What follows belongs to an exercise in optimizing a design on an open flow for small area, a short achievable clock period and few clock cycles; a production flow would make more cautious choices.
Function was checked by simulation only, so behaviour that the tests miss may differ from the original.
Power and IR drop assume default switching activity.

===== flow/config.mk =====
export PLATFORM = sky130hd
export DESIGN_NAME = robo_math
export DESIGN_NICKNAME = robo_math
export VERILOG_FILES = /design/flow/design.v
export SDC_FILE = /design/flow/constraint.sdc
export NUM_CORES = 4
export LEC_CHECK = 0
export CAP_MARGIN = 20
export CORE_MARGIN = 2
export CORE_UTILIZATION = 40
export PLACE_DENSITY = 0.6
export SLEW_MARGIN = 20

===== flow/constraint.sdc =====
create_clock -name core_clock -period 11.0 [get_ports {clk}]
set_input_delay 2.2000 -clock core_clock [delete_from_list [all_inputs] [get_ports {clk}]]
set_output_delay 2.2000 -clock core_clock [all_outputs]
set_load 0.01 [all_outputs]

===== flow/design.v =====
module robo_math (
    input  wire        clk,
    input  wire        rst,           
    input  wire        cmd_valid,
    output wire        cmd_ready,
    input  wire [31:0] cmd_header,
    input  wire [31:0] cmd_arg0,
    input  wire [31:0] cmd_arg1,
    output wire        rsp_valid,
    input  wire        rsp_ready,
    output wire [7:0]  rsp_status,
    output wire [31:0] rsp_data0,
    output wire [31:0] rsp_data1
);
    localparam [7:0] OP_DIV_CALC  = 8'h02;
    localparam [7:0] OP_TO_MONO   = 8'h30;
    localparam [7:0] OP_TO_FLOAT  = 8'h31;
    localparam [7:0] OP_GET_PEAK  = 8'h32;
    localparam [7:0] ST_OK        = 8'h00;
    localparam [7:0] ST_E_ILLEGAL = 8'h21;
    localparam [7:0] ST_E_ARG     = 8'h23;
    localparam [2:0] S_IDLE  = 3'd0;
    localparam [2:0] S_NORM  = 3'd1;
    localparam [2:0] S_DIV   = 3'd2;
    localparam [2:0] S_ROUND = 3'd3;
    localparam [2:0] S_RESP  = 3'd4;
    reg  [2:0]  state;
    reg  [31:0] num_r;       
    reg  [55:0] den_r;       
    reg         sign_r;      
    reg  [56:0] rem_r;       
    reg  [55:0] dvs_r;       
    reg  [24:0] quo_r;       
    reg  [4:0]  cnt_r;       
    reg  signed [9:0] exp_r;  
    reg  [7:0]  status_r;
    reg  [31:0] data0_r;
    reg  [31:0] data1_r;
    assign cmd_ready  = (state == S_IDLE);
    assign rsp_valid  = (state == S_RESP);
    assign rsp_status = status_r;
    assign rsp_data0  = data0_r;
    assign rsp_data1  = data1_r;
    wire [7:0]  op  = cmd_header[31:24];
    wire [23:0] imm = cmd_header[23:0];
    wire signed [32:0] left_s  = {cmd_arg0[31], cmd_arg0};
    wire signed [32:0] right_s = {cmd_arg1[31], cmd_arg1};
    wire signed [32:0] lr_sum  = left_s + right_s;
    wire signed [32:0] lr_sum_adj = (lr_sum[32] && lr_sum[0]) ? lr_sum + 33'sd1 : lr_sum;
    wire [31:0] mono = lr_sum_adj[32:1];
    wire [31:0] abs_left  = cmd_arg0[31] ? (~cmd_arg0 + 32'd1) : cmd_arg0;
    wire [31:0] abs_right = cmd_arg1[31] ? (~cmd_arg1 + 32'd1) : cmd_arg1;
    wire [7:0]  width     = imm[7:0];
    wire        width_ok  = (width == 8'd16) || (width == 8'd24) || (width == 8'd32);
    wire [55:0] float_den = (width == 8'd16) ? 56'h7FFF :
                            (width == 8'd24) ? 56'h7FFFFF : 56'h7FFFFFFF;
    wire [55:0] div_den   = imm * cmd_arg1;
    reg [4:0] msb_num;
    reg [5:0] msb_den;
    integer i;
    always @(*) begin
        msb_num = 5'd0;
        for (i = 0; i < 32; i = i + 1)
            if (num_r[i]) msb_num = i[4:0];
        msb_den = 6'd0;
        for (i = 0; i < 56; i = i + 1)
            if (den_r[i]) msb_den = i[5:0];
    end
    wire [55:0] num_norm = {num_r, 24'd0} << (5'd31 - msb_num);
    wire [55:0] den_norm = den_r << (6'd55 - msb_den);
    wire        num_lt   = num_norm < den_norm;
    wire signed [9:0] exp_norm = $signed({5'd0, msb_num}) - $signed({4'd0, msb_den});
    wire        rem_ge   = rem_r >= {1'b0, dvs_r};
    wire [56:0] rem_diff = rem_ge ? (rem_r - {1'b0, dvs_r}) : rem_r;
    wire        guard    = quo_r[0];
    wire        sticky   = |rem_r;
    wire        round_up = guard && (sticky || quo_r[1]);
    wire [24:0] mant_rnd = {1'b0, quo_r[24:1]} + {24'd0, round_up};
    wire signed [9:0] exp_rnd = exp_r + (mant_rnd[24] ? 10'sd1 : 10'sd0);
    wire [9:0]  exp_bias = exp_rnd + 10'sd127;
    wire [22:0] frac_rnd = mant_rnd[24] ? 23'd0 : mant_rnd[22:0];
    wire [31:0] fp_result = {sign_r, exp_bias[7:0], frac_rnd};
    always @(posedge clk) begin
        if (rst) begin
            state    <= S_IDLE;
            status_r <= 8'd0;
            data0_r  <= 32'd0;
            data1_r  <= 32'd0;
            num_r    <= 32'd0;
            den_r    <= 56'd0;
            sign_r   <= 1'b0;
            rem_r    <= 57'd0;
            dvs_r    <= 56'd0;
            quo_r    <= 25'd0;
            cnt_r    <= 5'd0;
            exp_r    <= 10'sd0;
        end else begin
            case (state)
                S_IDLE: begin
                    if (cmd_valid) begin
                        data0_r <= 32'd0;
                        data1_r <= 32'd0;
                        state   <= S_RESP;
                        case (op)
                            OP_DIV_CALC: begin
                                status_r <= ST_OK;
                                if (imm != 24'd0 && cmd_arg0 != 32'd0 && cmd_arg1 != 32'd0) begin
                                    num_r  <= cmd_arg0;
                                    den_r  <= div_den;
                                    sign_r <= 1'b0;
                                    state  <= S_NORM;
                                end
                            end
                            OP_TO_MONO: begin
                                if (imm != 24'd0) begin
                                    status_r <= ST_E_ILLEGAL;
                                end else begin
                                    status_r <= ST_OK;
                                    data0_r  <= mono;
                                end
                            end
                            OP_TO_FLOAT: begin
                                if (imm[23:8] != 16'd0) begin
                                    status_r <= ST_E_ILLEGAL;
                                end else if (!width_ok) begin
                                    status_r <= ST_E_ARG;
                                end else begin
                                    status_r <= ST_OK;
                                    if (cmd_arg0 != 32'd0) begin
                                        num_r  <= abs_left;
                                        den_r  <= float_den;
                                        sign_r <= cmd_arg0[31];
                                        state  <= S_NORM;
                                    end
                                end
                            end
                            OP_GET_PEAK: begin
                                if (imm != 24'd0) begin
                                    status_r <= ST_E_ILLEGAL;
                                end else begin
                                    status_r <= ST_OK;
                                    data0_r  <= abs_left;
                                    data1_r  <= abs_right;
                                end
                            end
                            default: begin
                                status_r <= ST_E_ILLEGAL;
                            end
                        endcase
                    end
                end
                S_NORM: begin
                    dvs_r <= den_norm;
                    if (num_lt) begin
                        rem_r <= {num_norm, 1'b0};
                        exp_r <= exp_norm - 10'sd1;
                    end else begin
                        rem_r <= {1'b0, num_norm};
                        exp_r <= exp_norm;
                    end
                    quo_r <= 25'd0;
                    cnt_r <= 5'd24;
                    state <= S_DIV;
                end
                S_DIV: begin
                    quo_r <= {quo_r[23:0], rem_ge};
                    rem_r <= {rem_diff[55:0], 1'b0};
                    cnt_r <= cnt_r - 5'd1;
                    if (cnt_r == 5'd0)
                        state <= S_ROUND;
                end
                S_ROUND: begin
                    data0_r <= fp_result;
                    state   <= S_RESP;
                end
                S_RESP: begin
                    if (rsp_ready)
                        state <= S_IDLE;
                end
                default: state <= S_IDLE;
            endcase
        end
    end
endmodule

===== flow/run.sh =====
#!/bin/bash
# synth_recipe.tcl (not shown) runs the flow's synth.tcl, then flattens the netlist and writes it again
# the make line also repeats each setting of config.mk as NAME=value (left out here)
make -C /OpenROAD-flow-scripts/flow DESIGN_CONFIG=/design/flow/config.mk WORK_HOME=/design/flow/orfs CLKGATE_MAP_FILE= SYNTH_SCRIPT=/design/flow/synth_recipe.tcl finish

==> results.sh <==
export IMPL_yosysSeqAreaShare=0.1224
export IMPL_cts_max_path_buffers=3
export IMPL_slew_violations=0
export IMPL_die_area_um2=128700
export IMPL_power_density_nw_per_um2=374.5
export IMPL_status="no timing/DRC/antenna violations"
export IMPL_synth_area_leaders="fa_1, dfxtp_1, ha_1, nand2_1, inv_1"
export IMPL_synthMuxAreaShare=0.05630
export IMPL_drtIter0Drc=3856
export IMPL_start_util=0.4021
export IMPL_finish_instance_area_um2=55120
export IMPL_cts_root_buf="clkbuf_16"
export IMPL_die_w_um=358.8
export IMPL_path_clk_slew_ns=0.06
export IMPL_p_leak_nw=24.11
export IMPL_yosysTopAreaCellShare=0.2628
export IMPL_worstPathRequired_ns=11.50
export IMPL_clk_latency_ns=0.58
export IMPL_period_minus_slack_ns=10.15
export IMPL_max_freq_ghz=0.09853
export IMPL_synth_most_common_cell="nand2_1"
export IMPL_grt_pass1_wl_um=267900
export IMPL_cts_tree="done"
export IMPL_viasPerCell=5.647
export IMPL_setup_tns_ns=0
export IMPL_finalWirelength_um=171800
export IMPL_ys_ff_latch=308
export IMPL_rsz0062_at_grt="no"
export IMPL_vias=44701
export IMPL_slowest_stage="clkdlybuf4s50_1"
export IMPL_postRouteAntennaNets=0
export IMPL_area_growth_pct=9.464
export IMPL_r2r_start="den_r[49]"
export IMPL_portBuffers=168
export IMPL_worst_slew_pin_slew_ns=1.056
export IMPL_numClockSinks=308
export IMPL_synth_top_family_by_area="adder cells"
export IMPL_yosysWarnings=1
export IMPL_route_detailed_drc=0
export IMPL_startpoint="cmd_header[14]"
export IMPL_ys_flop_type="dfxtp_1"
export IMPL_fin_crit_sh=0.9226
export IMPL_synth_common_cells="nand2_1, inv_1, fa_1"
export IMPL_cts_made_buffers=36
export IMPL_rows=130
export IMPL_synth_xor_area_frac=0.04627
export IMPL_cts_htree_levels=2
export IMPL_hpwl_um=137900
export IMPL_grt_pass1_vias=44792
export IMPL_dr_pass1_iters=8
export IMPL_ios=174
export IMPL_grt_max_degree=128
export IMPL_overflow=0
export IMPL_antenna_found_initial=8
export IMPL_cap_violations=0
export IMPL_synth_edf_count=0
export IMPL_peakVddDrop_uv=981.2
export IMPL_hold_class="flop to flop"
export IMPL_drive_gt1_frac=0.04725
export IMPL_synth_distinct_cells=98
export IMPL_worst_setup_path_end_kind="flop"
export IMPL_yosysTopAreaCell="fa_1"
export IMPL_min_from="data1_r[0]"
export IMPL_setup_viol=0
export IMPL_async_flop_share=0
export IMPL_path_max_fanout=5
export IMPL_synth_compound_area_share=0.1468
export IMPL_hold_buffers=0
export IMPL_synth_simple_area_share=0.1968
export IMPL_synthAdderAreaFrac=0.3415
export IMPL_cts_resized=0
export IMPL_syn_cell_area_um2=50360
export IMPL_hold_viol_final=0
export IMPL_utilization=0.4401
export IMPL_post_cts_buffers=0
export IMPL_slowest_delay_ns=0.88
export IMPL_crit_arrival_ns=10.65
export IMPL_start_kind="input pin"
export IMPL_clock_skew_ns=0.01507
export IMPL_core_area_um2=125200
export IMPL_dpl_instance_area_um2=53830
export IMPL_grtUsageTotal=0.2644
export IMPL_place_gp_congestion=0.9536
export IMPL_cp_common_cell="fa_1"
export IMPL_critical_path_class="input pin to flop"
export IMPL_synthesis_instances=6276
export IMPL_nets=7319
export IMPL_syn_area_per_cell_um2=8.024
export IMPL_slew_headroom=0.2939
export IMPL_wire_per_inst_um=21.70
export IMPL_die_y_um=358.8
[cell families after synthesis]
logic type               count (synthesis)
AND/OR/NAND/NOR                       2142
buffers and inverters                 1179
AO/OA/AOI/OAI                         1125
adder cells (fa/ha/maj)                978
flip-flops                             308
multiplexers                           277
XOR/XNOR                               266
other                                    1
[layout make-up]
cell class | instances | area [µm²]
Multi-Input combinational cell | 4793 | 39820
Sequential cell | 308 | 6166
Timing Repair Buffer | 323 | 2890
Antenna cell | 2 | 5.005
Clock inverter | 11 | 182.7
Fill cell | 12585 | 70120
Clock buffer | 50 | 1066
Inverter | 779 | 2924
Tap cell | 1650 | 2064
[final timing paths]
path | to | slack (ns) | cells after the start
hold reg to reg | data1_r[0] | 0.45 | 2
hold / removal | data1_r[0] | 0.45 | 2
setup reg to reg | rem_r[43] | 2.36 | 29
setup / recovery | den_r[55] | 0.85 | 30
[state kept, by name, indices dropped and copies added, names as in the netlist]
name      count
sign_r        1
data0_r      32
cnt_r         5
den_r        56
quo_r        25
data1_r      32
rem_r        56
dvs_r        56
num_r        32
exp_r         8
state         3
status_r      2
[metal layers]
metal  vias to the layer above  GRT usage  wire [µm]
li1                      20630          -          -
met1                     22201     0.3580      74580
met2                      1562     0.4343      79660
met3                       306    0.03121      10960
met4                         2    0.09581       6555
met5                         -          0         13
[cell usage in the layout, fill, tap and decap left out, types with 38 or more instances in the layout]
| cell | netlist | layout |
|---|---|---|
| a21o_1 | 73 | 73 |
| and2_1 | 252 | 252 |
| nand2b_1 | 51 | 51 |
| fa_1 | 661 | 661 |
| a22oi_1 | 105 | 105 |
| a21oi_1 | 298 | 298 |
| xor2_1 | 91 | 90 |
| ha_1 | 317 | 316 |
| buf_4 | 10 | 152 |
| a211oi_1 | 95 | 94 |
| mux2i_1 | 249 | 249 |
| nor3_1 | 117 | 115 |
| dfxtp_1 | 308 | 308 |
| clkbuf_16 | 0 | 38 |
| nor2_1 | 474 | 472 |
| inv_1 | 775 | 775 |
| clkdlybuf4s50_1 | 0 | 166 |
| nand3_1 | 82 | 82 |
| o21ai_0 | 200 | 199 |
| nor2b_1 | 38 | 38 |
| nor4_1 | 65 | 62 |
| nand2_1 | 882 | 881 |
| xnor2_1 | 175 | 174 |
[per-stage QoR]
stage	cells	power [mW]	setup slack, ns	hold WS, ns
6_report	7916	20.64	0.8512	0.4507
5_1_grt	7916	22.88	0.3558	0.4659
4_1_cts	7913	20.51	0.9633	0.4526
3_5_place_dp	7852	19.09	0.3357	0.4454
3_3_place_gp	7852	19.01	0.3769	0.4408
2_1_floorplan	6280	14.60	1.343	0.4323
[worst max-delay path: cells and delay by family]
kind,cells,cell delay (ns)
adder cells (fa/ha/maj),8,3.98
AO/OA/AOI/OAI,11,2.64
buffers and inverters,7,1.44
AND/OR/NAND/NOR,3,0.25
XOR/XNOR,1,0.14
[power breakdown]
part	leakage (nW)	total [mW]	switching, mW	internal (mW)
Sequential	2.49	1.14	0.0117	1.13
Clock	0.616	1.30	0.530	0.773
Combinational	21.0	18.2	10.6	7.57
Total	24.1	20.6	11.2	9.47
Testbench counts, summed over its fixed seeds: cycles 81,501.

==> what the ideal ports hide <==
The flow's constraints put no driver on any port. The routed layout listed below was extracted and timed again, unchanged, in two steps. Step 1, drivers: a clkbuf_16 drives clk and a buf_2 each remaining input, both assumed. Step 2 times the ports against the registers' clock, not the clock port: input delays grow and output delays shrink by t, the midpoint of the rising clock arrivals with the driver on. Slacks: no drivers / after step 1 / after step 2; pairs: no drivers / after step 1.
t, ns: 0.642
slack for setup (ns): 0.851 / 0.822 / 0.180
latest minus earliest clock arrival (ns): 0.015 / 0.016
After both steps this run still meets setup and hold. For this run, drivers alone change the setup slack by -0.029 ns; drivers and shift together by -0.671 ns.
